This design comes from an exercise in tuning for small area, a short achievable clock period and few clock cycles on the open sky130 flow, not from production work.
Function was not checked in any run shown here: the RTL went through the layout flow alone.
Power figures rest on the tool's default switching activity, not on a simulated workload.

--- flow/constraint.sdc ---
create_clock -name core_clock -period 10.0 [get_ports {clk}]
set_input_delay 2.0000 -clock core_clock [delete_from_list [all_inputs] [get_ports {clk}]]
set_output_delay 2.0000 -clock core_clock [all_outputs]
set_load 0.01 [all_outputs]
--- flow/design.v ---
module jbd_bms_parser (
    input  wire        clk,
    input  wire        rst,         
    input  wire        cmd_valid,
    input  wire [15:0] cmd_word,
    output wire        cmd_ready,
    input  wire [11:0] rd_addr,
    output wire [31:0] rd_data
);
    localparam [7:0] OP_NOP      = 8'h00,
                     OP_CLEAR    = 8'h01,
                     OP_PUSH     = 8'h02,
                     OP_VALIDATE = 8'h03,
                     OP_DECODE   = 8'h04,
                     OP_PARSE    = 8'h05;
    localparam [3:0] R_OK           = 4'h0,
                     R_INCOMPLETE   = 4'h1,
                     R_BAD_START    = 4'h2,
                     R_BAD_END      = 4'h3,
                     R_LEN_MISMATCH = 4'h4,
                     R_DEV_STATUS   = 4'h5,
                     R_UNKNOWN_TYPE = 4'h6,
                     R_CSUM         = 4'h7,
                     R_UNSUPPORTED  = 4'h8,
                     R_REC_SIZE     = 4'h9,
                     R_NOT_VALID    = 4'hA,
                     R_ILLEGAL      = 4'hB;
    localparam [1:0] ST_NONE = 2'd0, ST_VALIDATE = 2'd1, ST_DECODE = 2'd2, ST_COMMAND = 2'd3;
    localparam [1:0] T_NONE  = 2'd0, T_BASIC     = 2'd1, T_CELLS   = 2'd2, T_UNKNOWN  = 2'd3;
    localparam NSTAT = 64;         
    localparam NRING = 12;         
    localparam CAP_SIZE = 262;
    reg [7:0]  sbuf [0:NSTAT-1];         
    reg [7:0]  hbuf [0:5];               
    reg [7:0]  ring [0:NRING*16-1];      
    reg [3:0]  phase;
    reg        ready_q;
    reg [15:0] cap_len;
    reg [7:0]  last_byte;
    reg [7:0]  prev1, prev2;    
    reg [15:0] sum3;            
    reg [3:0]  result;
    reg [1:0]  res_stage;
    reg [15:0] diag_obs;
    reg        exp_basic;       
    reg        frame_valid;
    reg [1:0]  rtype;
    reg        hdr_ok;          
    reg [15:0] csum_rx;
    reg [15:0] csum_calc;
    reg [1:0]  rec_kind;
    reg [1:0]  bi_tc;           
    wire [7:0] type_code  = hdr_ok ? sbuf[1] : 8'h00;
    wire [7:0] dev_status = hdr_ok ? sbuf[2] : 8'h00;
    wire [7:0] pay_len    = hdr_ok ? sbuf[3] : 8'h00;
    assign cmd_ready = ready_q;
    wire [7:0] op  = cmd_word[15:8];
    wire [7:0] arg = cmd_word[7:0];
    wire       take = cmd_valid && ready_q;
    wire is_nop   = (op == OP_NOP)      && (arg == 8'h00);
    wire is_clear = (op == OP_CLEAR)    && (arg == 8'h00);
    wire is_push  = (op == OP_PUSH);
    wire is_val   = (op == OP_VALIDATE) && (arg == 8'h00);
    wire is_dec   = (op == OP_DECODE)   && (arg >= 8'h01) && (arg <= 8'h03);
    wire is_parse = (op == OP_PARSE)    && (arg == 8'h00);
    wire legal    = is_nop | is_clear | is_push | is_val | is_dec | is_parse;
    wire [7:0]  hdr_type   = sbuf[1];
    wire [7:0]  hdr_status = sbuf[2];
    wire [7:0]  hdr_len    = sbuf[3];
    wire [15:0] frame_len  = 16'd7 + {8'h00, hdr_len};
    wire [15:0] calc       = 16'h0000 - sum3;
    wire [15:0] rx         = {prev2, prev1};
    wire v_short   = cap_len < 16'd7;
    wire v_start   = sbuf[0] != 8'hDD;
    wire v_end     = last_byte != 8'h77;
    wire v_len     = cap_len != frame_len;
    wire v_stat    = hdr_status != 8'h00;
    wire v_basic   = hdr_type == 8'h03;
    wire v_cells   = hdr_type == 8'h04;
    wire v_csum    = rx != calc;
    reg [3:0]  v_code;
    reg [15:0] v_obs, v_exp;
    always @(*) begin
        v_code = R_OK; v_obs = 16'h0000; v_exp = 16'h0000;
        if (v_short) begin
            v_code = R_INCOMPLETE;   v_obs = cap_len;              v_exp = 16'd7;
        end else if (v_start) begin
            v_code = R_BAD_START;    v_obs = {8'h00, sbuf[0]};     v_exp = 16'h00DD;
        end else if (v_end) begin
            v_code = R_BAD_END;      v_obs = {8'h00, last_byte};   v_exp = 16'h0077;
        end else if (v_len) begin
            v_code = R_LEN_MISMATCH; v_obs = cap_len;              v_exp = frame_len;
        end else if (v_stat) begin
            v_code = R_DEV_STATUS;   v_obs = {8'h00, hdr_status};
        end else if (!v_basic && !v_cells) begin
            v_code = R_UNKNOWN_TYPE; v_obs = {8'h00, hdr_type};
        end else if (v_csum) begin
            v_code = R_CSUM;         v_obs = rx;                   v_exp = calc;
        end
    end
    wire v_hdr  = !v_short && !v_start && !v_end;             
    wire v_type = v_hdr && !v_len && !v_stat;                 
    wire v_ok   = (v_code == R_OK);
    function [36:0] decode;    
        input [1:0] t;
        input       fv;
        input [7:0] n;
        reg   [7:0] cexp;
        begin
            cexp = ((n > 8'd12) ? 8'd12 : n) & 8'hFE;
            if (t == T_UNKNOWN)
                decode = {2'd0, 1'b0, R_UNSUPPORTED, 16'h0003, 14'h0000};
            else if (!fv)
                decode = {2'd0, 1'b0, R_NOT_VALID, 16'h0000, 14'h0000};
            else if (t == T_BASIC)
                decode = (n != 8'd38) ? {2'd0, 1'b0, R_REC_SIZE, 8'h00, n, 14'd38}
                                      : {T_BASIC, 1'b0, R_OK, 16'h0000, 14'h0000};
            else
                decode = (n[0] || n > 8'd12) ? {2'd0, 1'b0, R_REC_SIZE, 8'h00, n, 6'h00, cexp}
                                             : {T_CELLS, 1'b0, R_OK, 16'h0000, 14'h0000};
        end
    endfunction
    wire [1:0]  ntc_clamp = (sbuf[26] > 8'd3) ? 2'd3 : sbuf[26][1:0];
    wire [36:0] d_cmd   = decode(arg[1:0], frame_valid, pay_len);
    wire [36:0] d_parse = decode(v_basic ? T_BASIC : T_CELLS, 1'b1, hdr_len);
    wire do_push  = !rst && take && is_push;
    wire len_lo   = (cap_len[15:6] == 10'd0);                     
    wire len_ring = (cap_len[15:8] == 8'd0) && !len_lo;           
    wire len_hi   = (cap_len[15:3] == 13'h0020) && (cap_len[2:0] < 3'd6);    
    integer i, j, s;
    always @(posedge clk) begin
        for (i = 0; i < NSTAT; i = i + 1)
            if (do_push && len_lo && cap_len[5:0] == i)
                sbuf[i] <= arg;
        for (i = 0; i < 6; i = i + 1)
            if (do_push && len_hi && cap_len[2:0] == i)
                hbuf[i] <= arg;
    end
    always @(posedge clk) begin
        for (j = 0; j < NRING; j = j + 1) begin
            for (s = 0; s < 15; s = s + 1)
                ring[16*j + s] <= ring[16*j + s + 1];
            ring[16*j + 15] <= (do_push && len_ring && cap_len[7:4] == j + 4)
                             ? arg : ring[16*j];
        end
    end
    reg [15:0] cap_len_d;
    always @(*) begin
        cap_len_d = cap_len;
        if (take && is_clear)
            cap_len_d = 16'h0000;
        else if (take && is_push && cap_len != 16'hFFFF)
            cap_len_d = cap_len + 16'd1;
    end
    wire [3:0] phase_d = phase + 4'd1;
    wire ring_d = (cap_len_d[15:8] == 8'd0) && (cap_len_d[7:6] != 2'b00);
    always @(posedge clk) begin
        if (rst) begin
            phase   <= 4'd0;
            ready_q <= 1'b1;
        end else begin
            phase   <= phase_d;
            ready_q <= !ring_d || (cap_len_d[3:0] == phase_d);
        end
    end
    always @(posedge clk) begin
        if (rst) begin
            cap_len     <= 16'h0000;
            last_byte   <= 8'h00;
            sum3        <= 16'h0000;
            result      <= R_OK;
            res_stage   <= ST_NONE;
            diag_obs    <= 16'h0000;
            frame_valid <= 1'b0;
            rtype       <= T_NONE;
            hdr_ok      <= 1'b0;
            csum_rx     <= 16'h0000;
            csum_calc   <= 16'h0000;
            rec_kind    <= T_NONE;
        end else if (take) begin
            cap_len <= cap_len_d;
            if (!legal) begin
                result    <= R_ILLEGAL;
                res_stage <= ST_COMMAND;
                diag_obs  <= cmd_word;
            end
            if (is_clear) begin
                last_byte   <= 8'h00;
                sum3        <= 16'h0000;
                result      <= R_OK;
                res_stage   <= ST_NONE;
                diag_obs    <= 16'h0000;
                    frame_valid <= 1'b0;
                rtype       <= T_NONE;
                hdr_ok      <= 1'b0;
                csum_rx     <= 16'h0000;
                csum_calc   <= 16'h0000;
                rec_kind    <= T_NONE;
            end
            if (is_push) begin
                last_byte <= arg;
                prev1     <= last_byte;
                prev2     <= prev1;
                if (cap_len >= 16'd5)
                    sum3 <= sum3 + {8'h00, prev2};
                frame_valid <= 1'b0;
                rec_kind    <= T_NONE;
            end
            if (is_val || is_parse) begin
                hdr_ok      <= v_hdr;
                rtype       <= !v_type ? T_NONE : v_basic ? T_BASIC : v_cells ? T_CELLS : T_UNKNOWN;
                csum_rx     <= (v_type && (v_basic || v_cells)) ? rx   : 16'h0000;
                csum_calc   <= (v_type && (v_basic || v_cells)) ? calc : 16'h0000;
                frame_valid <= v_ok;
                if (is_parse && v_ok) begin
                    exp_basic <= v_basic;
                    rec_kind  <= d_parse[36:35];
                    result    <= d_parse[33:30];
                    res_stage <= ST_DECODE;
                    diag_obs  <= d_parse[29:14];
                end else begin
                    rec_kind  <= T_NONE;
                    result    <= v_code;
                    res_stage <= ST_VALIDATE;
                    diag_obs  <= v_obs;
                end
            end
            if (is_dec || is_parse)
                bi_tc <= ntc_clamp;
            if (is_dec) begin
                rec_kind  <= d_cmd[36:35];
                result    <= d_cmd[33:30];
                res_stage <= ST_DECODE;
                diag_obs  <= d_cmd[29:14];
                exp_basic <= (arg[1:0] == T_BASIC);
            end
        end
    end
    wire bi = (rec_kind == T_BASIC);
    wire cv = (rec_kind == T_CELLS);
    function [15:0] be16;
        input integer k;
        be16 = {sbuf[k], sbuf[k + 1]};
    endfunction
    wire [2:0] cv_count   = sbuf[3][3:1];    
    reg [15:0] diag_exp;
    always @(*) begin
        case (result)
            R_INCOMPLETE:   diag_exp = 16'd7;
            R_BAD_START:    diag_exp = 16'h00DD;
            R_BAD_END:      diag_exp = 16'h0077;
            R_LEN_MISMATCH: diag_exp = frame_len;
            R_CSUM:         diag_exp = csum_calc;
            R_REC_SIZE:     diag_exp = exp_basic ? 16'd38
                                     : {8'h00, ((hdr_len > 8'd12) ? 8'd12 : hdr_len) & 8'hFE};
            default:        diag_exp = 16'h0000;
        endcase
    end
    reg [31:0] regv [0:63];
    reg [63:0] rcond;
    integer a;
    always @(*) begin
        for (a = 0; a < 64; a = a + 1) regv[a] = 32'h0000_0000;
        rcond = 64'd0;
        regv[6'h00] = {16'h0, cap_len};
        regv[6'h01] = {24'h0, last_byte};
        regv[6'h02] = {28'h0, result};
        regv[6'h03] = {30'h0, res_stage};
        regv[6'h04] = {16'h0, diag_obs};
        regv[6'h05] = {16'h0, diag_exp};
        regv[6'h06] = {31'h0, frame_valid};
        regv[6'h07] = {30'h0, rtype};
        regv[6'h08] = {24'h0, sbuf[1]};
        regv[6'h09] = {24'h0, sbuf[2]};
        regv[6'h0A] = {24'h0, sbuf[3]};
        regv[6'h0B] = {16'h0, csum_rx};
        regv[6'h0C] = {16'h0, csum_calc};
        regv[6'h0D] = {30'h0, rec_kind};
        rcond[7:0]   = 8'hFF;
        rcond[10:8]  = {3{hdr_ok}};
        rcond[13:11] = 3'b111;
        regv[6'h10] = {16'h0, be16(4)};
        regv[6'h11] = {16'h0, be16(6)};
        regv[6'h12] = {16'h0, be16(8)};
        regv[6'h13] = {16'h0, be16(10)};
        regv[6'h14] = {16'h0, be16(12)};
        regv[6'h15] = {16'h0, be16(14)};
        regv[6'h16] = {sbuf[16], sbuf[17], sbuf[18], sbuf[19]};
        regv[6'h17] = {16'h0, be16(20)};
        regv[6'h18] = {24'h0, sbuf[22]};
        regv[6'h19] = {24'h0, sbuf[23]};
        regv[6'h1A] = {24'h0, sbuf[24]};
        regv[6'h1B] = {24'h0, sbuf[25]};
        regv[6'h1C] = {24'h0, sbuf[26]};
        regv[6'h1D] = {30'h0, bi_tc};
        regv[6'h1E] = {16'h0, (bi_tc != 2'd0) ? be16(27) : {sbuf[28], sbuf[27]}};
        regv[6'h1F] = {16'h0, bi_tc[1]        ? be16(29) : {sbuf[30], sbuf[29]}};
        regv[6'h20] = {16'h0, (bi_tc == 2'd3) ? be16(31) : {sbuf[32], sbuf[31]}};
        for (a = 0; a < 9; a = a + 1)
            regv[6'h21 + a] = {24'h0, sbuf[33 + a]};
        regv[6'h2A] = {16'h0, be16(42)};
        for (a = 6'h10; a <= 6'h2A; a = a + 1)
            rcond[a] = bi;
        regv[6'h30] = {29'h0, cv_count};
        rcond[6'h30] = cv;
        for (a = 0; a < 6; a = a + 1) begin
            regv[6'h31 + a]  = {16'h0, be16(4 + 2*a)};
            rcond[6'h31 + a] = cv && (cv_count > a);
        end
        regv[6'h37] = {16'h0, csum_rx};
        rcond[6'h37] = cv;
    end
    wire        c_win, c_hi, c_reg;
    wire [15:0] dlo, dhi;
    rd_addr_dec u_dec (.rd_addr(rd_addr), .c_win(c_win), .c_hi(c_hi), .c_reg(c_reg),
                       .dlo(dlo), .dhi(dhi));
    wire [3:0]  rslot = rd_addr[3:0] - phase;
    wire [15:0] dsl   = 16'h0001 << rslot;
    wire [7:0] sg [0:15];      
    wire [7:0] rg [0:15];      
    genvar gs, gj;
    generate
        for (gs = 0; gs < 16; gs = gs + 1) begin : g_slot
            wire [31:0] sd;
            wire [95:0] rdd;
            for (gj = 0; gj < 4; gj = gj + 1) begin : g_sd
                assign sd[8*gj +: 8] = sbuf[16*gj + gs];
            end
            for (gj = 0; gj < NRING; gj = gj + 1) begin : g_rd
                assign rdd[8*gj +: 8] = ring[16*gj + gs];
            end
            aor4x8  u_s (.d(sd),  .sel(dhi[3:0]),  .y(sg[gs]));
            aor12x8 u_r (.d(rdd), .sel(dhi[15:4]), .y(rg[gs]));
        end
    endgenerate
    wire [127:0] sgv, rgv;
    wire [47:0]  hbv;
    generate
        for (gs = 0; gs < 16; gs = gs + 1) begin : g_pack
            assign sgv[8*gs +: 8] = sg[gs];
            assign rgv[8*gs +: 8] = rg[gs];
        end
        for (gs = 0; gs < 6; gs = gs + 1) begin : g_hpack
            assign hbv[8*gs +: 8] = hbuf[gs];
        end
    endgenerate
    wire [7:0] ws_n, wr_n, wh;
    aor16x8n u_ws (.d(sgv), .sel(dlo), .yn(ws_n));
    aor16x8n u_wr (.d(rgv), .sel(dsl), .yn(wr_n));
    aor6x8  u_wh (.d(hbv), .sel(dlo[5:0]), .y(wh));
    reg [63:0] rsel;
    reg [31:0] rw;
    always @(*) begin
        for (a = 0; a < 64; a = a + 1)
            rsel[a] = dlo[a & 15] & dhi[a >> 4] & rcond[a];
        rw = 32'h0000_0000;
        for (a = 0; a < 64; a = a + 1)
            rw = rw | ({32{rsel[a]}} & regv[a]);
    end
    rd_or u_or (.c_win(c_win), .c_hi(c_hi), .c_reg(c_reg), .ws_n(ws_n), .wr_n(wr_n), .wh(wh), .rw(rw), .y(rd_data));
endmodule
module rd_addr_dec (
    input  wire [11:0] rd_addr,
    output wire        c_win,
    output wire        c_hi,
    output wire        c_reg,
    output wire [15:0] dlo,
    output wire [15:0] dhi
);
    wire top0 = (rd_addr[11:10] == 2'b00);
    assign c_reg = top0 && (rd_addr[9:6] == 4'b0000);
    assign c_win = top0 && (rd_addr[9:8] == 2'b01);
    assign c_hi  = top0 && (rd_addr[9:8] == 2'b10) && (rd_addr[7:3] == 5'd0);
    assign dlo   = 16'h0001 << rd_addr[3:0];
    assign dhi   = 16'h0001 << rd_addr[7:4];
endmodule
module rd_or (
    input  wire        c_win,
    input  wire        c_hi,
    input  wire        c_reg,
    input  wire [7:0]  ws_n,
    input  wire [7:0]  wr_n,
    input  wire [7:0]  wh,
    input  wire [31:0] rw,
    output wire [31:0] y
);
    assign y = {{24{c_reg}} & rw[31:8],
                ({8{c_reg}} & rw[7:0]) | ({8{c_win}} & ~(ws_n & wr_n)) | ({8{c_hi}} & wh)};
endmodule
module nand2m (
    input  wire s,
    input  wire d,
    output wire z
);
    assign z = ~(s & d);
endmodule
module aorx8 #(parameter N = 4) (
    input  wire [8*N-1:0] d,
    input  wire [N-1:0]   sel,
    output wire [7:0]     y
);
    genvar b, k;
    generate
        for (b = 0; b < 8; b = b + 1) begin : g_b
            wire [N-1:0] z;
            for (k = 0; k < N; k = k + 1) begin : g_k
                nand2m u (.s(sel[k]), .d(d[8*k + b]), .z(z[k]));
            end
            assign y[b] = ~&z;
        end
    endgenerate
endmodule
module aor4x8 (
    input  wire [31:0] d,
    input  wire [3:0]  sel,
    output wire [7:0]  y
);
    aorx8 #(.N(4)) u (.d(d), .sel(sel), .y(y));
endmodule
module aor6x8 (
    input  wire [47:0] d,
    input  wire [5:0]  sel,
    output wire [7:0]  y
);
    aorx8 #(.N(6)) u (.d(d), .sel(sel), .y(y));
endmodule
module aor12x8 (
    input  wire [95:0] d,
    input  wire [11:0] sel,
    output wire [7:0]  y
);
    aorx8 #(.N(12)) u (.d(d), .sel(sel), .y(y));
endmodule
module aor16x8 (
    input  wire [127:0] d,
    input  wire [15:0]  sel,
    output wire [7:0]   y
);
    aorx8 #(.N(16)) u (.d(d), .sel(sel), .y(y));
endmodule
module aor16x8n (
    input  wire [127:0] d,
    input  wire [15:0]  sel,
    output wire [7:0]   yn
);
    genvar b, k, i;
    generate
        for (b = 0; b < 8; b = b + 1) begin : g_b
            wire [15:0] z;
            wire [3:0]  p;
            for (k = 0; k < 16; k = k + 1) begin : g_k
                nand2m u (.s(sel[k]), .d(d[8*k + b]), .z(z[k]));
            end
            for (i = 0; i < 4; i = i + 1) begin : g_i
                assign p[i] = ~&z[4*i +: 4];
            end
            assign yn[b] = ~|p;
        end
    endgenerate
endmodule
--- flow/run.sh ---
#!/bin/bash
# synth_recipe.tcl (not shown) runs the flow's synth.tcl, then flattens the netlist and writes it again
# the make line also repeats each setting of config.mk as NAME=value (left out here)
make -C /OpenROAD-flow-scripts/flow DESIGN_CONFIG=/design/flow/config.mk WORK_HOME=/design/flow/orfs CLKGATE_MAP_FILE= SYNTH_SCRIPT=/design/flow/synth_recipe.tcl finish
--- flow/config.mk ---
export PLATFORM = sky130hd
export DESIGN_NAME = jbd_bms_parser
export DESIGN_NICKNAME = jbd_bms_parser
export VERILOG_FILES = /design/flow/design.v
export SDC_FILE = /design/flow/constraint.sdc
export NUM_CORES = 8
export LEC_CHECK = 0
export ABC_AREA = 0
export CAP_MARGIN = 20
export CORE_MARGIN = 2
export CORE_UTILIZATION = 55
export CTS_CLUSTER_DIAMETER = 75
export CTS_CLUSTER_SIZE = 24
export PLACE_DENSITY = 0.7
export SETUP_SLACK_MARGIN = 4.0
export SLEW_MARGIN = 20
export SYNTH_HIERARCHICAL = 1
==> results.yml, run 1 <==
floorplanning:
  num_rows: 135
  die_x_microns: 374
  core_sq_um: 136000
  die_height_microns: 374
  dieArea_sq_um: 140000
  initial_utilization_pct: 55.6
  io_pins: 64
final_layout:
  multiInputGateArea_sq_um: 25900
  num-fill-cells: 10700
  syn2layout_area_growth_pct: 14.9
  fin_cells: 9368
  drive_gt1_share_pct: 12.3
  final_core_util_pct: 63.8
  seq_area_sq_um: 50200
  finish.net_count: 7576
  final_common_cell: "nand2_1"
  layout_common_cells: "2,558 x nand2_1, 1,641 x dfxtp_1, 613 x nand4_1"
global_routing:
  use_met1_pct: 55.9
  grt_pass1_wl_microns: 428000
  grt_overflow: 0
  grt-busiest-layer: "met2"
  antenna_found_initial: 28
  use_met2_pct: 61.5
  grt_usage_pct: 43.2
  grt_pass1_vias: 56400
  grtUsageMet3_pct: 15.9
  grt_max_degree: 97
place:
  portBuffers: 63
  gp_congestion: 1.10
  dpl.hpwl_microns: 210000
  post-place-cells: 9010
clocking:
  cts_max_level: 3
  clockRootBuffer: "clkbuf_16"
  clkTransAtPathRegs_ns: 0.10
  cts_tree: "done"
  clk_path_buf_depth: 3
  cts_sinks: 2220
  clk_latency_ns: 0.81
  holdBufCountCts: 0
  cts_inserted_buffers: 117
hold_path:
  hold_path.class: "flop to flop"
  hp-start: "ring[71][6]$_DFF_P_"
  worstHoldPathCells: 0
  whs_endpoint: "ring[70][6]$_DFF_P_"
timing:
  worst_pin_slew_ns: 1.32
  finalSetupViolations: 0
  min_period_ns: 7.17
  fin_worst_skew_ns: 0.0646
  max-slew-margin-rel_pct: 11.5
  slew_violations: 0
  hold_viol_final: 0
  fin_setup_tns_ns: 0
  timing.fmax_mhz: 139
  fin_crit_sh_pct: 71.7
  rsz0062_at_grt: "yes"
logic_synthesis:
  ys_types: 93
  synth_area_leaders: "dfxtp_1 44%, edfxtp_1 23%, nand2_1 13%"
  synthArstFlopShare_pct: 0
  synth_top_family_by_area: "simple AND/OR/NAND/NOR gates"
  ys_seq_elements: 2220
  yosysTopAreaCell: "dfxtp_1"
  synth_top_area_share_pct: 43.5
  synth-xor-area-share_pct: 0.756
  synthCells: 7153
  seq_area_frac_synth_pct: 66.6
  synth_flop_cell: "dfxtp_1"
  syn-cell-area_sq_um: 75400
  synth_fp_nets: 7207
  synth_edf_count: 579
  synth-simple-area-share_pct: 23.6
  syn_area_per_cell_sq_um: 10.5
  yosysWarnings: 15
  synth-compound-area-share_pct: 5.58
  muxShareOfSynthArea_pct: 2.06
  synthAdderAreaFrac_pct: 0.401
setup_path:
  slowest_stage: "buf_16"
  start_kind: "primary input"
  rr_endpoint: "diag_obs[15]$_SDFFE_PP0P_"
  crit_fanout: 64
  endpoint_kind: "output pin"
  reg2reg_slack_ns: 5.24
  critPathMaxStageDelay_ns: 0.36
  required_ns: 8.00
  crit_chain: "buf_12, or2_4, buf_4, nor2_4, buf_12, buf_16, nand2_1, nand4_1, nand2_1, nand4_1, nor4_2, buf_4, a21boi_0, a221o_1, clkbuf_2"
  critPathKind: "primary input to output pin"
  rr_startpoint: "sum3[1]$_SDFFE_PP0P_"
  reg2regPathDepth: 10
  crit_arrival_ns: 5.17
outcome:
  status: "complete, no violations"
job:
  drv_cap: 0
drt:
  drt_iter0_drc: 8912
  vias: 60800
  vias_per_cell: 6.49
  drc: 0
  wl_microns: 313000
  ant_nets: 0
  drt_pass1_iterations: 11
  wl_per_cell_microns: 33.4
power_and_ir_drop:
  p_per_area_nw_per_um2: 175
  leakage_nw: 32.1
  ir_drop_uv: 174
[modules after synthesis, one instance, submodules excluded, excerpt]
module | flops+latches | times used | cells inside | area, sq um
nand2m | 0 | 2352 | 1 | 3.75
rd_addr_dec | 0 | 1 | 51 | 254
aor16x8n | 0 | 2 | 40 | 300
jbd_bms_parser | 2220 | 1 | 3970 | 61300
rd_or | 0 | 1 | 44 | 317
[power breakdown]
part	internal [mW]	total (mW)	switching, mW
Sequential	9.20	9.21	0.0113
Combinational	0.156	0.605	0.450
Clock	2.27	5.34	3.07
[Yosys cell counts (14+ instances only)]
| cell | count |
|---|---|
| and4_1 | 16 |
| a22o_1 | 47 |
| edfxtp_1 | 579 |
| and3_1 | 42 |
| nor2_1 | 196 |
| xnor2_1 | 37 |
| mux2i_1 | 45 |
| a21boi_0 | 14 |
| ha_1 | 21 |
| and2_1 | 43 |
| a211oi_1 | 21 |
| nand3_1 | 82 |
| o21ai_0 | 64 |
| a31oi_1 | 19 |
| a221oi_1 | 22 |
| a21oi_1 | 119 |
| or2_2 | 17 |
| inv_1 | 36 |
| clkbuf_1 | 127 |
| nand2b_1 | 22 |
| dfxtp_1 | 1641 |
| a22oi_1 | 78 |
| nor2b_1 | 21 |
| or3_1 | 142 |
| nor4_1 | 23 |
| a221o_1 | 15 |
| nor4_2 | 23 |
| xor2_1 | 23 |
| nor3_1 | 49 |
| a222oi_1 | 35 |
| o22ai_1 | 22 |
| nand2_1 | 2586 |
| buf_1 | 18 |
| mux2_2 | 98 |
| nand4_1 | 613 |
| a32oi_1 | 14 |
[logic make-up after synthesis]
| group | after synthesis |
|---|---|
| DFF | 2220 |
| xor gates and xnor gates | 62 |
| buffers and inverters | 197 |
| adders and majority gates | 23 |
| AOI/OAI and AO/OA | 580 |
| muxes | 143 |
| and+or+nand+nor | 3928 |
[registers in the layout, indices dropped and copies added, names as in the netlist, 16 cells and up]
register / flops
sum3: 16
cap_len: 16
hbuf: 48
csum_calc: 16
ring: 1536
csum_rx: 16
diag_obs: 16
sbuf: 512
[metal layers]
layer,up-vias,share of wire (%)
met4,34,7.5
li1,25900,-
met2,4167,41
met3,906,14
met5,-,0.13
met1,29800,37
[critical path: cells and delay by family]
kind	cells	cell delay, ns
AO/OA/AOI/OAI	2	0.45
buffers and inverters	6	1.19
AND/OR/NAND/NOR	7	1.43
[how the worst max path moves through the flow]
stage / from / endpoint / cells past startpoint
after floorplan: rd_addr[6] / rd_data[6] / 12
after global placement: rd_addr[5] / rd_data[7] / 14
after detailed placement: rd_addr[5] / rd_data[7] / 14
after CTS: rd_addr[7] / rd_data[1] / 13
after global routing: rd_addr[7] / rd_data[5] / 12
final: rd_addr[6] / rd_data[1] / 15
[cell type report]
type	count	area share [%]
inverters	37	0.160
flip-flops and latches	2220	58.0
diodes	7	0.0202
clock buffers	140	3.49
clock inverters	37	0.731
well taps	1781	2.57
multi-input cells	4741	29.9
repair buffers	405	5.20
[timing repair]
| action | 4_1_cts | 5_1_grt |
|---|---|---|
| pin swaps | 95 | 79 |
| setup endpoints to repair | 32 | 32 |
| gates cloned | 22 | 6 |
| resized for setup | 514 | 80 |
| setup buffers | 98 | 48 |
[metrics by stage]
step | instance area [sq um] | total power [mW] | hold WS (ns) | setup slack [ns]
4_1_cts | 85800 | 15.1 | 0.343 | 2.94
2_1_floorplan | 75700 | 9.58 | 0.331 | 2.16
6_report | 86700 | 15.2 | 0.336 | 2.83
3_5_place_dp | 79500 | 9.88 | 0.334 | 0.721
5_1_grt | 86600 | 15.5 | 0.342 | 2.89
3_3_place_gp | 79500 | 9.88 | 0.332 | 0.781
==> inputs of run 2 (changes only) <==
--- a/flow/design.v
+++ b/flow/design.v
@@ -317,4 +317,11 @@
     wire [3:0]  rslot = rd_addr[3:0] - phase;
     wire [15:0] dsl   = 16'h0001 << rslot;
+    wire [15:0] dhq [0:3];
+    genvar gq;
+    generate
+        for (gq = 0; gq < 4; gq = gq + 1) begin : g_dq
+            hi_dec u (.a(rd_addr[7:4]), .sel(dhq[gq]));
+        end
+    endgenerate
     wire [7:0] sg [0:15];      
     wire [7:0] rg [0:15];      
@@ -330,6 +337,6 @@
                 assign rdd[8*gj +: 8] = ring[16*gj + gs];
             end
-            aor4x8  u_s (.d(sd),  .sel(dhi[3:0]),  .y(sg[gs]));
-            aor12x8 u_r (.d(rdd), .sel(dhi[15:4]), .y(rg[gs]));
+            aor4x8  u_s (.d(sd),  .sel(dhq[gs / 4][3:0]),  .y(sg[gs]));
+            aor12x8 u_r (.d(rdd), .sel(dhq[gs / 4][15:4]), .y(rg[gs]));
         end
     endgenerate
@@ -375,4 +382,10 @@
     assign dhi   = 16'h0001 << rd_addr[7:4];
 endmodule
+module hi_dec (
+    input  wire [3:0]  a,
+    output wire [15:0] sel
+);
+    assign sel = 16'h0001 << a;
+endmodule
 module rd_or (
     input  wire        c_win,
==> run 2 against run 1 <==
Compared with the run above: synthesized cell count grew 0.91%; first-iteration DRC count rose by 7.2%; critical path depth is 1 lower; clock power down 1%; register-to-register slack about the same; core utilization shrank 0.080 points; final cell count rose by 0.64%; fmax grew 1.2%; clock skew shrank 0.017 ns; critical path type unchanged; synthesized area rose by 1.4%.
==> results.yml, run 2 <==
outcome:
  status: "complete, no violations"
clocking:
  clk_path_buf_depth: 3
  cts_tree: "done"
  cts_sinks: 2220
  clkTransAtPathRegs_ns: 0.09
  clockRootBuffer: "clkbuf_16"
  cts_max_level: 3
  cts_inserted_buffers: 113
  clk_latency_ns: 0.84
timing:
  fin_worst_skew_ns: 0.0478
  fin_setup_tns_ns: 0
  holdWs_ns: 0.331
  worst_pin_slew_ns: 1.24
  timing.fmax_mhz: 141
  fin_crit_sh_pct: 70.8
  max-slew-margin-rel_pct: 15.3
  min_period_ns: 7.08
  slew_violations: 0
  rsz0062_at_grt: "yes"
  finalSetupViolations: 0
  hold_viol_final: 0
drt:
  drt_pass1_iterations: 8
  ant_nets: 0
  drc: 0
  vias_per_cell: 6.83
  wl_per_cell_microns: 38.3
  vias: 64400
  wl_microns: 361000
  drt_iter0_drc: 9550
floorplanning:
  core_sq_um: 138000
  dieArea_sq_um: 142000
  die_x_microns: 377
  die_height_microns: 377
  initial_utilization_pct: 55.5
  io_pins: 64
  num_rows: 136
final_layout:
  reg_top3: "ring x1536, sbuf x512, hbuf x48"
  num-fill-cells: 10800
  layout_common_cells: "2,562 x nand2_1, 1,641 x dfxtp_1, 613 x nand4_1"
  multiInputGateArea_sq_um: 27000
  largest_register_ffs: 1536
  drive_gt1_share_pct: 13.3
  syn2layout_area_growth_pct: 14.8
  regMostFlops: "ring"
  seq_area_sq_um: 50200
  finish.net_count: 7602
  final_common_cell: "nand2_1"
power_and_ir_drop:
  leakage_nw: 32.3
  ir_drop_uv: 206
  p_per_area_nw_per_um2: 172
setup_path:
  crit_fanout: 7
  crit_arrival_ns: 5.08
  start_kind: "primary input"
  endpoint_kind: "output pin"
  required_ns: 8.00
  critPathKind: "primary input to output pin"
global_routing:
  grt_pass1_vias: 60800
  grt_overflow: 0
  grt_usage_pct: 50.2
  grt_max_degree: 83
  antenna_found_initial: 37
  grt_pass1_wl_microns: 489000
logic_synthesis:
  synth_fp_nets: 7272
  yosysWarnings: 15
  synthCells: 7218
  syn-cell-area_sq_um: 76500
  syn_area_per_cell_sq_um: 10.6
job:
  drv_cap: 0
place:
  portBuffers: 63
  gp_congestion: 1.11
  dpl.hpwl_microns: 251000
hold_path:
  hold_path.class: "flop to flop"
==> run 2: cell types whose count changed in the layout (fill, tap and decap cells not counted), moves of 15 or more <==
| cell | change |
|---|---|
| nor2_2 | +48 |
| buf_6 | -27 |
| nor4b_4 | +16 |
| or3_4 | +67 |
| buf_16 | +18 |
| diode_2 | +30 |
| and4bb_4 | +19 |
| clkbuf_2 | +15 |
| or3_1 | -67 |
| nor2_1 | -46 |
| buf_4 | -34 |
| and2_4 | -17 |
| and2_1 | +20 |
==> run 2: worst paths after layout <==
check                                                 end  cells past startpoint  slack [ns]               startpoint
worst max-delay path                           rd_data[2]                     14        2.92               rd_addr[6]
worst min register to register        ring[33][4]$_DFF_P_                      0        0.33      ring[34][4]$_DFF_P_
worst max register to register  csum_calc[1]$_SDFFE_PP0P_                      9        5.23  cap_len[1]$_SDFFE_PP0P_
worst min-delay path                  ring[33][4]$_DFF_P_                      0        0.33      ring[34][4]$_DFF_P_
==> run 2: where the power goes <==
group / switching, mW / internal, mW / leakage (nW)
Sequential: 0.0152 / 9.20 / 18.4
Clock: 3.05 / 2.21 / 1.68
Combinational: 0.426 / 0.179 / 12.1
==> run 2: worst max-delay path, cell delays in order <==
cell and delay, ns:
buf_16 0.12, or2_4 0.21, buf_6 0.12, nor2_1 0.05, and3b_2 0.25, buf_12 0.16, buf_6 0.15, a22o_1 0.21
a22oi_1 0.45, o2111ai_2 0.36, nor4_1 0.28, nand3_1 0.11, a221o_1 0.41, buf_2 0.17
==> run 2: layer usage <==
layer | share of wire, % | wire length [microns] | track usage (%) | vias up
met5 | 0.027 | 96 | 0.343 | -
met4 | 15 | 52500 | 55.5 | 14
met3 | 11 | 39100 | 13.5 | 1949
met2 | 44 | 157000 | 77.3 | 5226
met1 | 31 | 112000 | 53.1 | 31000
li1 | - | - | - | 26200
==> run 2: per-stage QoR <==
step	area [sq um]	setup WS [ns]	total power, mW	util, %	cells
after detailed placement	79700	1.28	9.85	57.8	9032
final	87800	2.92	15.1	63.7	9428
after floorplan	76700	3.93	9.61	-	7218
after CTS	87300	3.07	15.0	63.4	9365
after global placement	79700	1.32	9.85	57.8	9032
after global routing	87800	2.96	15.4	63.7	9398
==> run 2: area by class of cell <==
type	instances	share of cell area (%)
tap	1794	2.56
timing repair buffer	386	5.26
multi-input combinational	4790	30.8
antenna	37	0.105
clock inverter	32	0.600
clock buffer	132	3.37
sequential	2220	57.2
inverter	37	0.162
==> run 2: what timing repair did <==
item,CTS,global route
resized for setup,639,96
pin swaps,166,63
cloned,37,1
buffers inserted,132,24
hold buffers,0,0
setup endpoints to repair,326,550
==> inputs of run 3 (changes only) <==
--- a/flow/design.v
+++ b/flow/design.v
@@ -43,5 +43,5 @@
     reg [1:0]  res_stage;
     reg [15:0] diag_obs;
-    reg        exp_basic;       
+    reg [8:0]  exp9;            
     reg        frame_valid;
     reg [1:0]  rtype;
@@ -51,4 +51,5 @@
     reg [1:0]  rec_kind;
     reg [1:0]  bi_tc;           
+    reg [2:0]  cv_cnt;          
     wire [7:0] type_code  = hdr_ok ? sbuf[1] : 8'h00;
     wire [7:0] dev_status = hdr_ok ? sbuf[2] : 8'h00;
@@ -172,4 +173,5 @@
             res_stage   <= ST_NONE;
             diag_obs    <= 16'h0000;
+            exp9        <= 9'd0;
             frame_valid <= 1'b0;
             rtype       <= T_NONE;
@@ -184,4 +186,5 @@
                 res_stage <= ST_COMMAND;
                 diag_obs  <= cmd_word;
+                exp9      <= 9'd0;
             end
             if (is_clear) begin
@@ -191,5 +194,6 @@
                 res_stage   <= ST_NONE;
                 diag_obs    <= 16'h0000;
-                    frame_valid <= 1'b0;
+                exp9        <= 9'd0;
+                frame_valid <= 1'b0;
                 rtype       <= T_NONE;
                 hdr_ok      <= 1'b0;
@@ -214,5 +218,5 @@
                 frame_valid <= v_ok;
                 if (is_parse && v_ok) begin
-                    exp_basic <= v_basic;
+                    exp9      <= d_parse[8:0];
                     rec_kind  <= d_parse[36:35];
                     result    <= d_parse[33:30];
@@ -224,8 +228,12 @@
                     res_stage <= ST_VALIDATE;
                     diag_obs  <= v_obs;
+                    exp9      <= v_exp[8:0];
                 end
             end
             if (is_dec || is_parse)
-                bi_tc <= ntc_clamp;
+            begin
+                bi_tc  <= ntc_clamp;
+                cv_cnt <= sbuf[3][3:1];
+            end
             if (is_dec) begin
                 rec_kind  <= d_cmd[36:35];
@@ -233,5 +241,5 @@
                 res_stage <= ST_DECODE;
                 diag_obs  <= d_cmd[29:14];
-                exp_basic <= (arg[1:0] == T_BASIC);
+                exp9      <= d_cmd[8:0];
             end
         end
@@ -243,18 +251,17 @@
         be16 = {sbuf[k], sbuf[k + 1]};
     endfunction
-    wire [2:0] cv_count   = sbuf[3][3:1];    
-    reg [15:0] diag_exp;
+    reg [15:0] cells_csum;
     always @(*) begin
-        case (result)
-            R_INCOMPLETE:   diag_exp = 16'd7;
-            R_BAD_START:    diag_exp = 16'h00DD;
-            R_BAD_END:      diag_exp = 16'h0077;
-            R_LEN_MISMATCH: diag_exp = frame_len;
-            R_CSUM:         diag_exp = csum_calc;
-            R_REC_SIZE:     diag_exp = exp_basic ? 16'd38
-                                     : {8'h00, ((hdr_len > 8'd12) ? 8'd12 : hdr_len) & 8'hFE};
-            default:        diag_exp = 16'h0000;
+        case (cv_cnt)
+            3'd0:    cells_csum = be16(4);
+            3'd1:    cells_csum = be16(6);
+            3'd2:    cells_csum = be16(8);
+            3'd3:    cells_csum = be16(10);
+            3'd4:    cells_csum = be16(12);
+            3'd5:    cells_csum = be16(14);
+            default: cells_csum = be16(16);
         endcase
     end
+    wire [15:0] diag_exp = (result == R_CSUM) ? csum_calc : {7'd0, exp9};
     reg [31:0] regv [0:63];
     reg [63:0] rcond;
@@ -302,11 +309,11 @@
         for (a = 6'h10; a <= 6'h2A; a = a + 1)
             rcond[a] = bi;
-        regv[6'h30] = {29'h0, cv_count};
+        regv[6'h30] = {29'h0, cv_cnt};
         rcond[6'h30] = cv;
         for (a = 0; a < 6; a = a + 1) begin
             regv[6'h31 + a]  = {16'h0, be16(4 + 2*a)};
-            rcond[6'h31 + a] = cv && (cv_count > a);
+            rcond[6'h31 + a] = cv && (cv_cnt > a);
         end
-        regv[6'h37] = {16'h0, csum_rx};
+        regv[6'h37] = {16'h0, cells_csum};
         rcond[6'h37] = cv;
     end
@@ -315,13 +322,10 @@
     rd_addr_dec u_dec (.rd_addr(rd_addr), .c_win(c_win), .c_hi(c_hi), .c_reg(c_reg),
                        .dlo(dlo), .dhi(dhi));
-    wire [3:0]  rslot = rd_addr[3:0] - phase;
-    wire [15:0] dsl   = 16'h0001 << rslot;
-    wire [15:0] dhq [0:3];
-    genvar gq;
-    generate
-        for (gq = 0; gq < 4; gq = gq + 1) begin : g_dq
-            hi_dec u (.a(rd_addr[7:4]), .sel(dhq[gq]));
-        end
-    endgenerate
+    reg  [63:0] slot_off;
+    always @(*)
+        for (s = 0; s < 16; s = s + 1)
+            slot_off[4*s +: 4] = s[3:0] + phase;
+    wire [15:0] dsl;
+    rd_slot_dec u_sdec (.a(rd_addr[3:0]), .off(slot_off), .sel(dsl));
     wire [7:0] sg [0:15];      
     wire [7:0] rg [0:15];      
@@ -337,6 +341,6 @@
                 assign rdd[8*gj +: 8] = ring[16*gj + gs];
             end
-            aor4x8  u_s (.d(sd),  .sel(dhq[gs / 4][3:0]),  .y(sg[gs]));
-            aor12x8 u_r (.d(rdd), .sel(dhq[gs / 4][15:4]), .y(rg[gs]));
+            aor4x8  u_s (.d(sd),  .sel(dhi[3:0]),  .y(sg[gs]));
+            aor12x8 u_r (.d(rdd), .sel(dhi[15:4]), .y(rg[gs]));
         end
     endgenerate
@@ -352,7 +356,7 @@
         end
     endgenerate
-    wire [7:0] ws_n, wr_n, wh;
-    aor16x8n u_ws (.d(sgv), .sel(dlo), .yn(ws_n));
-    aor16x8n u_wr (.d(rgv), .sel(dsl), .yn(wr_n));
+    wire [7:0] ws, wr, wh;
+    aor16x8 u_ws (.d(sgv), .sel(dlo), .y(ws));
+    aor16x8 u_wr (.d(rgv), .sel(dsl), .y(wr));
     aor6x8  u_wh (.d(hbv), .sel(dlo[5:0]), .y(wh));
     reg [63:0] rsel;
@@ -365,5 +369,5 @@
             rw = rw | ({32{rsel[a]}} & regv[a]);
     end
-    rd_or u_or (.c_win(c_win), .c_hi(c_hi), .c_reg(c_reg), .ws_n(ws_n), .wr_n(wr_n), .wh(wh), .rw(rw), .y(rd_data));
+    rd_or u_or (.c_win(c_win), .c_hi(c_hi), .c_reg(c_reg), .ws(ws), .wr(wr), .wh(wh), .rw(rw), .y(rd_data));
 endmodule
 module rd_addr_dec (
@@ -382,45 +386,13 @@
     assign dhi   = 16'h0001 << rd_addr[7:4];
 endmodule
-module hi_dec (
+module rd_slot_dec (
     input  wire [3:0]  a,
-    output wire [15:0] sel
-);
-    assign sel = 16'h0001 << a;
-endmodule
-module rd_or (
-    input  wire        c_win,
-    input  wire        c_hi,
-    input  wire        c_reg,
-    input  wire [7:0]  ws_n,
-    input  wire [7:0]  wr_n,
-    input  wire [7:0]  wh,
-    input  wire [31:0] rw,
-    output wire [31:0] y
-);
-    assign y = {{24{c_reg}} & rw[31:8],
-                ({8{c_reg}} & rw[7:0]) | ({8{c_win}} & ~(ws_n & wr_n)) | ({8{c_hi}} & wh)};
-endmodule
-module nand2m (
-    input  wire s,
-    input  wire d,
-    output wire z
-);
-    assign z = ~(s & d);
-endmodule
-module aorx8 #(parameter N = 4) (
-    input  wire [8*N-1:0] d,
-    input  wire [N-1:0]   sel,
-    output wire [7:0]     y
+    input  wire [63:0] off,
+    output reg  [15:0] sel
 );
-    genvar b, k;
-    generate
-        for (b = 0; b < 8; b = b + 1) begin : g_b
-            wire [N-1:0] z;
-            for (k = 0; k < N; k = k + 1) begin : g_k
-                nand2m u (.s(sel[k]), .d(d[8*k + b]), .z(z[k]));
-            end
-            assign y[b] = ~&z;
-        end
-    endgenerate
+    integer s;
+    always @(*)
+        for (s = 0; s < 16; s = s + 1)
+            sel[s] = (a == off[4*s +: 4]);
 endmodule
 module aor4x8 (
@@ -429,5 +401,6 @@
     output wire [7:0]  y
 );
-    aorx8 #(.N(4)) u (.d(d), .sel(sel), .y(y));
+    assign y = ({8{sel[0]}} & d[7:0])   | ({8{sel[1]}} & d[15:8]) |
+               ({8{sel[2]}} & d[23:16]) | ({8{sel[3]}} & d[31:24]);
 endmodule
 module aor6x8 (
@@ -436,5 +409,7 @@
     output wire [7:0]  y
 );
-    aorx8 #(.N(6)) u (.d(d), .sel(sel), .y(y));
+    assign y = ({8{sel[0]}} & d[7:0])   | ({8{sel[1]}} & d[15:8]) |
+               ({8{sel[2]}} & d[23:16]) | ({8{sel[3]}} & d[31:24]) |
+               ({8{sel[4]}} & d[39:32]) | ({8{sel[5]}} & d[47:40]);
 endmodule
 module aor12x8 (
@@ -443,5 +418,9 @@
     output wire [7:0]  y
 );
-    aorx8 #(.N(12)) u (.d(d), .sel(sel), .y(y));
+    wire [7:0] y0, y1, y2;
+    aor4x8 u0 (.d(d[31:0]),  .sel(sel[3:0]),  .y(y0));
+    aor4x8 u1 (.d(d[63:32]), .sel(sel[7:4]),  .y(y1));
+    aor4x8 u2 (.d(d[95:64]), .sel(sel[11:8]), .y(y2));
+    assign y = y0 | y1 | y2;
 endmodule
 module aor16x8 (
@@ -450,24 +429,22 @@
     output wire [7:0]   y
 );
-    aorx8 #(.N(16)) u (.d(d), .sel(sel), .y(y));
+    wire [7:0] y0, y1, y2, y3;
+    aor4x8 u0 (.d(d[31:0]),   .sel(sel[3:0]),   .y(y0));
+    aor4x8 u1 (.d(d[63:32]),  .sel(sel[7:4]),   .y(y1));
+    aor4x8 u2 (.d(d[95:64]),  .sel(sel[11:8]),  .y(y2));
+    aor4x8 u3 (.d(d[127:96]), .sel(sel[15:12]), .y(y3));
+    assign y = y0 | y1 | y2 | y3;
 endmodule
-module aor16x8n (
-    input  wire [127:0] d,
-    input  wire [15:0]  sel,
-    output wire [7:0]   yn
+module rd_or (
+    input  wire        c_win,
+    input  wire        c_hi,
+    input  wire        c_reg,
+    input  wire [7:0]  ws,
+    input  wire [7:0]  wr,
+    input  wire [7:0]  wh,
+    input  wire [31:0] rw,
+    output wire [31:0] y
 );
-    genvar b, k, i;
-    generate
-        for (b = 0; b < 8; b = b + 1) begin : g_b
-            wire [15:0] z;
-            wire [3:0]  p;
-            for (k = 0; k < 16; k = k + 1) begin : g_k
-                nand2m u (.s(sel[k]), .d(d[8*k + b]), .z(z[k]));
-            end
-            for (i = 0; i < 4; i = i + 1) begin : g_i
-                assign p[i] = ~&z[4*i +: 4];
-            end
-            assign yn[b] = ~|p;
-        end
-    endgenerate
+    assign y = {{24{c_reg}} & rw[31:8],
+                ({8{c_reg}} & rw[7:0]) | ({8{c_win}} & (ws | wr)) | ({8{c_hi}} & wh)};
 endmodule
--- a/flow/config.mk
+++ b/flow/config.mk
@@ -6,12 +6,11 @@
 export NUM_CORES = 8
 export LEC_CHECK = 0
-export ABC_AREA = 0
+export ABC_AREA = 1
 export CAP_MARGIN = 20
 export CORE_MARGIN = 2
 export CORE_UTILIZATION = 55
-export CTS_CLUSTER_DIAMETER = 75
-export CTS_CLUSTER_SIZE = 24
+export CTS_CLUSTER_DIAMETER = 80
+export CTS_CLUSTER_SIZE = 20
 export PLACE_DENSITY = 0.7
 export SETUP_SLACK_MARGIN = 4.0
 export SLEW_MARGIN = 20
-export SYNTH_HIERARCHICAL = 1
==> run 3 against run 2 <==
Compared with the run above: critical endpoint is now rd_data[3]; still clean on timing, DRC and antenna; largest power group unchanged; final area increased by 1.9%; core utilization increased by 0.52 points; die area rose by 0.81%.
==> results.yml, run 3 <==
timing:
  fin_setup_tns_ns: 0
  min_period_ns: 7.16
  hold_viol_final: 0
  fin_worst_skew_ns: 0.0420
  fin_crit_sh_pct: 71.6
  timing.fmax_mhz: 140
  worst_pin_slew_ns: 1.22
  slew_violations: 0
  holdWs_ns: 0.339
  rsz0062_at_grt: "yes"
  finalSetupViolations: 0
  max-slew-margin-rel_pct: 18.5
setup_path:
  crit_buf_inv: 8
  required_ns: 8.00
  endpoint_kind: "output pin"
  critPathTopFamily: "buffers and inverters"
  critPathKind: "primary input to output pin"
  crit_arrival_ns: 5.16
  slowest_stage: "o41ai_4"
  crit_chain: "buf_12, clkinvlp_4, buf_12, nand2_4, nor2_4, buf_6, inv_2, buf_12, buf_6, a21oi_2, nor4_2, nand4_1, o41ai_4, nand2_2, buf_6"
  crit_fanout: 11
  start_kind: "primary input"
  critPathMaxStageDelay_ns: 0.62
clocking:
  holdBufCountCts: 0
  clk_path_buf_depth: 3
  clockRootBuffer: "clkbuf_16"
  cts_sinks: 2231
  cts_inserted_buffers: 139
  cts_tree: "done"
  clk_latency_ns: 0.83
  clkTransAtPathRegs_ns: 0.08
  cts_max_level: 4
place:
  dpl.hpwl_microns: 231000
  gp_congestion: 1.12
  portBuffers: 63
drt:
  drt_iter0_drc: 10100
  ant_nets: 0
  wl_per_cell_microns: 34.2
  vias_per_cell: 6.60
  vias: 64800
  wl_microns: 336000
  drc: 0
  drt_pass1_iterations: 9
final_layout:
  final_core_util_pct: 64.3
  finish.net_count: 7939
  final_common_cell: "nand2_1"
  regMostFlops: "ring"
  layout_common_cells: "1,902 x nand2_1, 1,650 x dfxtp_1, 581 x edfxtp_1"
  syn2layout_area_growth_pct: 16.1
  drive_gt1_share_pct: 13.3
  reg_top3: "ring x1536, sbuf x512, hbuf x48"
  largest_register_ffs: 1536
logic_synthesis:
  ys_types: 67
  synth_area_leaders: "dfxtp_1 43%, edfxtp_1 23%, nand2_1 9.4%"
  ys_seq_elements: 2231
  synth_flop_cell: "dfxtp_1"
  synth_edf_count: 581
  syn_area_per_cell_sq_um: 10.1
  synthArstFlopShare_pct: 0
  synthCells: 7666
  yosysMostFrequentCell: "nand2_1"
  netlist_top_cells_count: "1,935 x nand2_1, 1,650 x dfxtp_1, 581 x edfxtp_1"
  synth_fp_nets: 7722
  yosysTopAreaCell: "dfxtp_1"
  syn-cell-area_sq_um: 77100
  seq_area_frac_synth_pct: 65.5
  synth_top_area_share_pct: 42.8
  yosysWarnings: 10
floorplanning:
  die_x_microns: 378
  dieArea_sq_um: 143000
  initial_utilization_pct: 55.3
  io_pins: 64
  die_height_microns: 378
  num_rows: 137
  core_sq_um: 139000
global_routing:
  grt_usage_pct: 46.0
  antenna_found_initial: 13
  grt_max_degree: 129
  grt_pass1_wl_microns: 461000
  grt_overflow: 0
  grt_pass1_vias: 61200
power_and_ir_drop:
  leakage_nw: 33.3
  ir_drop_uv: 185
  p_per_area_nw_per_um2: 175
outcome:
  status: "complete, no violations"
job:
  drv_cap: 0
hold_path:
  hold_path.class: "flop to flop"
## run 3: changes by cell type in the layout (fill, tap and decap cells not counted), sizes merged, moves of 153 or more
cell / previous run / this run
a21oi: 119 / 426
a221oi: 22 / 175
inv: 49 / 529
nand2: 2585 / 1946
nand4: 613 / 312
nor2: 189 / 363
o21ai: 65 / 253
o22ai: 22 / 219
## run 3: final cells by class
cell class / instances / area [sq um]
fillers: 10900 / 49800
repair inverters: 2 / 17.5
clock buffers: 165 / 3650
flip-flops and latches: 2231 / 50500
clock inverters: 32 / 505
inverters: 548 / 2250
diodes: 4 / 10.0
repair buffers: 417 / 4530
multi-input cells: 4544 / 25800
well taps: 1876 / 2350
## run 3: what timing repair did
item | in CTS | in global routing
endpoints found under the setup margin | 32 | 27
buffers inserted | 117 | 19
resized for setup | 720 | 84
pin swaps | 109 | 57
cloned | 20 | 3
## run 3: layer usage
metal	track usage, %	up-vias	wire length (microns)
li1	-	27100	-
met3	16.9	1154	47700
met1	60.8	31400	128000
met4	25.6	14	22700
met2	65.1	5070	138000
met5	0	-	95
## run 3: where the power goes
group / internal [mW] / leakage, nW / total, mW / switching [mW]
Sequential: 9.24 / 18.5 / 9.25 / 0.0106
Clock: 2.67 / 2.01 / 5.84 / 3.17
Combinational: 0.146 / 12.7 / 0.577 / 0.431
## run 3: worst reg2reg max path, stage by stage (launching register included)
cell	delay, ns
edfxtp_1	0.67
clkinv_1	0.58
ha_1	0.48
nand2_4	0.11
nand4_2	0.15
nor2_1	0.44
nand2_1	0.17
nand4_2	0.16
nor2_4	0.06
nand2_1	0.43
inv_2	0.28
nand2_1	0.14
nand2_1	0.06
nand2_2	0.10
nand4_4	0.28
nand2_4	0.28
inv_2	0.13
nand2_1	0.16
nand3_1	0.10
nand2_1	0.16
a21oi_1	0.09
## run 3: cell families (layout without fill, tap and decap cells)
logic type                 after synthesis  in the layout  synth area share [%]
other                                    0              4                     0
buffers and inverters                  892           1164                  4.40
and+or+nand+nor                       2987           2988                  16.7
DFF                                   2231           2231                  65.5
adders and majority gates               25             25                 0.415
xor gates and xnor gates                36             36                 0.409
AOI/OAI and AO/OA                     1495           1495                  12.6
## run 3: per-stage QoR
stage	total power [mW]	instance area, sq um	setup WS, ns	cells
global placement	9.90	80500	-0.137	9458
floorplan	9.64	77100	4.04	7666
CTS	15.6	88800	3.04	9793
global route	16.0	89500	2.80	9815
detailed placement	9.90	80500	0.162	9459
finish	15.7	89500	2.84	9819
## run 3: path summary, 6_finish.rpt
kind                   startpoint                        to  slack (ns)  depth (start not counted)
max                    rd_addr[2]                rd_data[3]        2.84                         15
min          ring[107][3]$_DFF_P_      ring[106][3]$_DFF_P_        0.34                          0
max reg2reg  sbuf[3][0]$_DFFE_PP_  diag_obs[6]$_SDFFE_PP0P_        4.84                         20
min reg2reg  ring[107][3]$_DFF_P_      ring[106][3]$_DFF_P_        0.34                          0

## what the ideal ports hide
The results above use ideal ports. As a check the final layouts listed here were re-extracted and re-timed, cells and wires unchanged. Step 1 sets driving cells, clkbuf_16 on the clock port and buf_2 on the other inputs (assumed; they add their load-dependent delay and slew). Step 2 times the ports against the registers' clock, not the clock port: input delays grow and output delays shrink by t, the midpoint of the rising clock arrivals with the driver on. a / b / c = no drivers / after step 1 / after step 2; a / b = the first two.
run | shift t [ns] | slack for setup (ns) | worst hold slack (ns) | slew at the worst register clock pin (ns)
run 1 | 0.853 | 2.829 / 2.773 / 2.773 | 0.336 / 0.336 / 0.336 | 0.10 / 0.10
run 2 | 0.893 | 2.917 / 2.479 / 2.479 | 0.331 / 0.331 / 0.331 | 0.11 / 0.11
run 3 | 0.891 | 2.842 / 2.756 / 2.756 | 0.339 / 0.339 / 0.339 | 0.09 / 0.09
After both steps setup and hold are still met in every run listed. The setup slack of run 2, which loses most, moves by -0.438 ns with the drivers and by -0.438 ns with both steps.
